Background: an optimization exercise with open tools, aiming at small area and few clock cycles. Do not read the settings as production practice.
Only simulation tests tie the RTL to the original design; equivalence was not proved.
Power is estimated from default activity; no workload was simulated.

## run A
==> flow/design.v <==
module klb_rx (
    input  wire        clk,
    input  wire        rst,              
    input  wire        in_valid,
    input  wire [7:0]  in_data,
    output wire        in_ready,
    output wire        out_valid,
    output wire [7:0]  out_data,
    input  wire        out_ready,
    output reg  [7:0]  length_errors,
    output reg  [7:0]  crc_errors,
    output reg  [7:0]  sequence_errors,
    output reg  [7:0]  overflow_errors
);
    localparam MAXP = 128;               
    localparam QD   = 4;                 
    localparam QW   = 2;                 
    localparam [7:0] FEND  = 8'hC0;
    localparam [7:0] FESC  = 8'hDB;
    localparam [7:0] TFEND = 8'hDC;
    localparam [7:0] TFESC = 8'hDD;
    localparam [1:0] F_LEN  = 2'd0,
                     F_BODY = 2'd1,
                     F_RSSI = 2'd2,
                     F_ST1  = 2'd3;
    localparam [2:0] O_OPEN  = 3'd0,
                     O_CMD   = 3'd1,
                     O_DATA  = 3'd2,
                     O_ESC   = 3'd3,
                     O_CLOSE = 3'd4;
    reg [1:0]  fstate;
    reg [7:0]  brem;             
    reg        bfirst;           
    reg        blen_ok;          
    reg        bovf;             
    reg        bseq;             
    reg        bcd0;             
    reg        in_chain;
    reg [7:0]  prev_cd;
    reg [7:0]  buffer [0:MAXP-1];
    reg        ph;
    reg        wclr;             
    reg [7:0]  wp;               
    reg [7:0]  cs;               
    reg [7:0]  rd;               
    reg [7:0]  rd_lo;            
    reg [15:0] rd_hi;            
    reg [7:0]    qend [0:QD-1];
    reg [QW-1:0] qhead, qtail;
    reg [QW:0]   qcount;
    reg [2:0]  ostate;
    wire       cfull  = (wp[6:0] == cs[6:0]) && (wp[7] != cs[7]);   
    wire [7:0] used   = wp - rd;
    wire       full   = used[7];                  
    wire       clr0   = !full;                    
    wire       clr1   = !full && (used != 8'd127);   
    wire       qfull  = qcount[QW];
    wire       qany   = (qcount != 0);
    wire       payload = (fstate == F_BODY) && !bfirst && blen_ok;
    wire       store   = payload && !cfull;
    wire blk_ok  = blen_ok && in_data[7] && !bseq && !bovf;
    wire done    = blk_ok && bcd0;
    assign in_ready = !((store && (full || !wclr)) || (fstate == F_ST1 && qfull && done));
    wire accept = in_valid && in_ready;
    wire judge  = accept && (fstate == F_ST1);
    wire push   = judge && done;
    reg [7:0] cur_q;
    reg [7:0] grp;
    integer j, k;
    always @(*) begin
        cur_q = 8'd0;
        for (j = 0; j < 16; j = j + 1) begin
            grp = 8'd0;
            for (k = 0; k < 8; k = k + 1)
                grp = grp | (buffer[8*j+k] & {8{rd_lo[k]}});
            cur_q = cur_q | (grp & {8{rd_hi[j]}});
        end
    end
    wire [7:0] oend = qend[qhead] ^ {8{ph}};
    wire [7:0] cur  = cur_q ^ {8{ph}};
    wire       spec = (cur == FEND) || (cur == FESC);
    wire [7:0] rdn  = rd + 8'd1;
    wire       last = (rdn == oend);
    reg [7:0] out_byte;
    always @(*) begin
        case (ostate)
            O_CMD:   out_byte = 8'h00;
            O_DATA:  out_byte = spec ? FESC : cur;
            O_ESC:   out_byte = (cur == FEND) ? TFEND : TFESC;
            default: out_byte = FEND;
        endcase
    end
    assign out_valid = qany || (in_valid && fstate == F_ST1 && done);
    assign out_data  = out_byte;
    wire send = out_valid && out_ready;
    wire pop  = send && (ostate == O_CLOSE);
    wire radv = send && ((ostate == O_DATA && !spec) || ostate == O_ESC);
    wire       wr = accept && store;
    wire [7:0] wd = in_data ^ {8{ph}};
    wire [7:0] d_even = (wr && !wp[0]) ? wd : 8'hFF;
    wire [7:0] d_odd  = (wr &&  wp[0]) ? wd : 8'hFF;
    wire [6:0] wp1 = wp[6:0] + 7'd1;
    reg  [MAXP-1:0] clr;
    integer i;
    always @(*)
        for (i = 0; i < MAXP; i = i + 1)
            clr[i] = (clr0 && wp[6:0] == i) || (clr1 && wp1 == i);
    always @(posedge clk) begin
        ph <= rst ? 1'b0 : ~ph;
        for (i = 0; i < MAXP; i = i + 1)
            buffer[i] <= ~(({8{clr[i]}} & ((i % 2) ? d_odd : d_even)) | buffer[i]);
        for (i = 0; i < QD; i = i + 1)
            qend[i] <= ~((qend[i] | {8{push && qtail == i}}) &
                         ((wp ^ {8{ph}}) | {8{qfull || qtail != i}}));
    end
    always @(posedge clk) begin
        if (rst) begin
            fstate          <= F_LEN;
            brem            <= 8'd0;
            bfirst          <= 1'b0;
            blen_ok         <= 1'b0;
            bovf            <= 1'b0;
            bseq            <= 1'b0;
            bcd0            <= 1'b0;
            in_chain        <= 1'b0;
            prev_cd         <= 8'd0;
            wp              <= 8'd0;
            wclr            <= 1'b0;
            cs              <= 8'd0;
            rd              <= 8'd0;
            rd_lo           <= 8'd1;
            rd_hi           <= 16'd1;
            qhead           <= {QW{1'b0}};
            qtail           <= {QW{1'b0}};
            qcount          <= {(QW+1){1'b0}};
            ostate          <= O_OPEN;
            length_errors   <= 8'd0;
            crc_errors      <= 8'd0;
            sequence_errors <= 8'd0;
            overflow_errors <= 8'd0;
        end else begin
            if (accept) begin
                case (fstate)
                F_LEN: begin
                    brem    <= in_data;
                    bfirst  <= 1'b1;
                    blen_ok <= (in_data != 8'd0) && (in_data[7:5] == 3'd0);
                    bovf    <= 1'b0;
                    fstate  <= (in_data == 8'd0) ? F_RSSI : F_BODY;
                end
                F_BODY: begin
                    bfirst <= 1'b0;
                    if (bfirst) begin
                        bseq    <= in_chain && (in_data != prev_cd - 8'd1);
                        bcd0    <= (in_data == 8'd0);
                        prev_cd <= in_data;
                    end
                    if (store)
                        wp <= wp + 8'd1;
                    if (payload && cfull)
                        bovf <= 1'b1;
                    brem <= brem - 8'd1;
                    if (brem == 8'd1)
                        fstate <= F_RSSI;
                end
                F_RSSI: fstate <= F_ST1;
                default: begin       
                    fstate <= F_LEN;
                    if (!blen_ok)
                        length_errors <= length_errors + 8'd1;
                    else if (!in_data[7])
                        crc_errors <= crc_errors + 8'd1;
                    else if (bseq)
                        sequence_errors <= sequence_errors + 8'd1;
                    else if (bovf)
                        overflow_errors <= overflow_errors + 8'd1;
                    in_chain <= blk_ok && !done;
                    if (!blk_ok)
                        wp <= cs;            
                    if (done) begin
                        cs    <= wp;         
                        qtail <= qtail + 1'b1;
                    end
                end
                endcase
            end
            if (judge && !blk_ok)
                wclr <= 1'b0;
            else if (wr)
                wclr <= clr1;
            else
                wclr <= clr0;
            if (radv) begin
                rd    <= rdn;
                rd_lo <= {rd_lo[6:0], rd_lo[7]};
                if (rd_lo[7])
                    rd_hi <= {rd_hi[14:0], rd_hi[15]};
            end
            if (send) begin
                case (ostate)
                O_OPEN: ostate <= O_CMD;
                O_CMD:  ostate <= (rd == oend) ? O_CLOSE : O_DATA;
                O_DATA: if (spec)
                            ostate <= O_ESC;
                        else if (last)
                            ostate <= O_CLOSE;
                O_ESC:  ostate <= last ? O_CLOSE : O_DATA;
                default: begin       
                    ostate <= O_OPEN;
                    qhead  <= qhead + 1'b1;
                end
                endcase
            end
            qcount <= qcount + {{QW{1'b0}}, push} - {{QW{1'b0}}, pop};
        end
    end
endmodule
export LEC_CHECK = 0
export CAP_MARGIN = 20
export CORE_MARGIN = 2
export CORE_UTILIZATION = 40
export CTS_BUF_LIST = sky130_fd_sc_hd__clkbuf_16
export CTS_CLUSTER_DIAMETER = 80
export CTS_CLUSTER_SIZE = 24
export SLEW_MARGIN = 20
create_clock -name core_clock -period 8.0 [get_ports {clk}]
run.sh (not shown) runs the stock make flow with config.mk's settings and CLKGATE_MAP_FILE= SYNTH_SCRIPT=/design/flow/synth_recipe.tcl, a recipe that flattens the netlist after the stock synthesis.
Testbench counts of run A, summed over its fixed seeds: cycles 27,083.
Edits applied to the flow inputs when going from run A to run B:
--- a/flow/design.v
+++ b/flow/design.v
@@ -38,9 +38,8 @@
     reg        in_chain;
     reg [7:0]  prev_cd;
     reg [7:0]  buffer [0:MAXP-1];
     reg        ph;
-    reg        wclr;             
     reg [7:0]  wp;               
     reg [7:0]  cs;               
     reg [7:0]  rd;               
     reg [7:0]  rd_lo;            
@@ -49,19 +48,16 @@
     reg [QW-1:0] qhead, qtail;
     reg [QW:0]   qcount;
     reg [2:0]  ostate;
     wire       cfull  = (wp[6:0] == cs[6:0]) && (wp[7] != cs[7]);   
-    wire [7:0] used   = wp - rd;
-    wire       full   = used[7];                  
-    wire       clr0   = !full;                    
-    wire       clr1   = !full && (used != 8'd127);   
+    wire       full   = (wp[6:0] == rd[6:0]) && (wp[7] != rd[7]);   
     wire       qfull  = qcount[QW];
     wire       qany   = (qcount != 0);
     wire       payload = (fstate == F_BODY) && !bfirst && blen_ok;
     wire       store   = payload && !cfull;
     wire blk_ok  = blen_ok && in_data[7] && !bseq && !bovf;
     wire done    = blk_ok && bcd0;
-    assign in_ready = !((store && (full || !wclr)) || (fstate == F_ST1 && qfull && done));
+    assign in_ready = !((store && full) || (fstate == F_ST1 && qfull && done));
     wire accept = in_valid && in_ready;
     wire judge  = accept && (fstate == F_ST1);
     wire push   = judge && done;
     reg [7:0] cur_q;
@@ -96,20 +92,14 @@
     wire pop  = send && (ostate == O_CLOSE);
     wire radv = send && ((ostate == O_DATA && !spec) || ostate == O_ESC);
     wire       wr = accept && store;
     wire [7:0] wd = in_data ^ {8{ph}};
-    wire [7:0] d_even = (wr && !wp[0]) ? wd : 8'hFF;
-    wire [7:0] d_odd  = (wr &&  wp[0]) ? wd : 8'hFF;
-    wire [6:0] wp1 = wp[6:0] + 7'd1;
-    reg  [MAXP-1:0] clr;
     integer i;
-    always @(*)
-        for (i = 0; i < MAXP; i = i + 1)
-            clr[i] = (clr0 && wp[6:0] == i) || (clr1 && wp1 == i);
     always @(posedge clk) begin
         ph <= rst ? 1'b0 : ~ph;
         for (i = 0; i < MAXP; i = i + 1)
-            buffer[i] <= ~(({8{clr[i]}} & ((i % 2) ? d_odd : d_even)) | buffer[i]);
+            buffer[i] <= ~((buffer[i] | {8{wr && wp[6:0] == i}}) &
+                           (wd | {8{full || wp[6:0] != i}}));
         for (i = 0; i < QD; i = i + 1)
             qend[i] <= ~((qend[i] | {8{push && qtail == i}}) &
                          ((wp ^ {8{ph}}) | {8{qfull || qtail != i}}));
     end
@@ -124,9 +114,8 @@
             bcd0            <= 1'b0;
             in_chain        <= 1'b0;
             prev_cd         <= 8'd0;
             wp              <= 8'd0;
-            wclr            <= 1'b0;
             cs              <= 8'd0;
             rd              <= 8'd0;
             rd_lo           <= 8'd1;
             rd_hi           <= 16'd1;
@@ -183,14 +172,8 @@
                     end
                 end
                 endcase
             end
-            if (judge && !blk_ok)
-                wclr <= 1'b0;
-            else if (wr)
-                wclr <= clr1;
-            else
-                wclr <= clr0;
             if (radv) begin
                 rd    <= rdn;
                 rd_lo <= {rd_lo[6:0], rd_lo[7]};
                 if (rd_lo[7])
Results
Having completed the whole flow, run B delivered a layout that passed the timing, DRC and antenna checks. | peak fanout along the critical path | lower: run A |. Run B and run A ended up with nearly the same portion of total power attributed to the clock network. Comparing count of buffer and inverter cells on the critical path for run B and run A, the smaller number came from run A. Run A vs run B, highest metal layer used by the detailed router: met5 vs met4. Run B ended with more clock network area share than run A. Clock skew up 20 ps in run B wrt run A. Between run B and run A, the fraction of the mapped netlist area in compound gates does not differ in any meaningful way. Comparing run B and run A, wire length the detailed router placed on met1 is higher on run A. Run B ended up with a lower post-detailed-route wirelength per cell than run A did.
Testbench counts of run B, summed over its fixed seeds: cycles 27,064.

## static timing again, ports no longer ideal
How much do the figures lean on ideal ports? The routed layouts below were timed once more, with nothing changed but the port constraints.
Step 1 assumes that a clkbuf_16 drives the clock port and a buf_2 every other input.
Step 2 also shifts input and output timing later by t, the mid clock arrival at the registers, as if the neighbouring blocks saw the same clock.
a / b / c = no drivers / after step 1 / after step 2; a / b = the first two.
| run | t (ns) | setup slack, ns | slew at the worst register clock pin (ns) | worst slew at a driven data input, ns |
|---|---|---|---|---|
| run A | 0.768 | 0.428 / 0.354 / 1.122 | 0.10 / 0.10 | 0.06 |
| run B | 0.764 | 0.463 / 0.393 / 1.156 | 0.11 / 0.11 | 0.04 |
After both steps setup and hold are still met in every run listed.
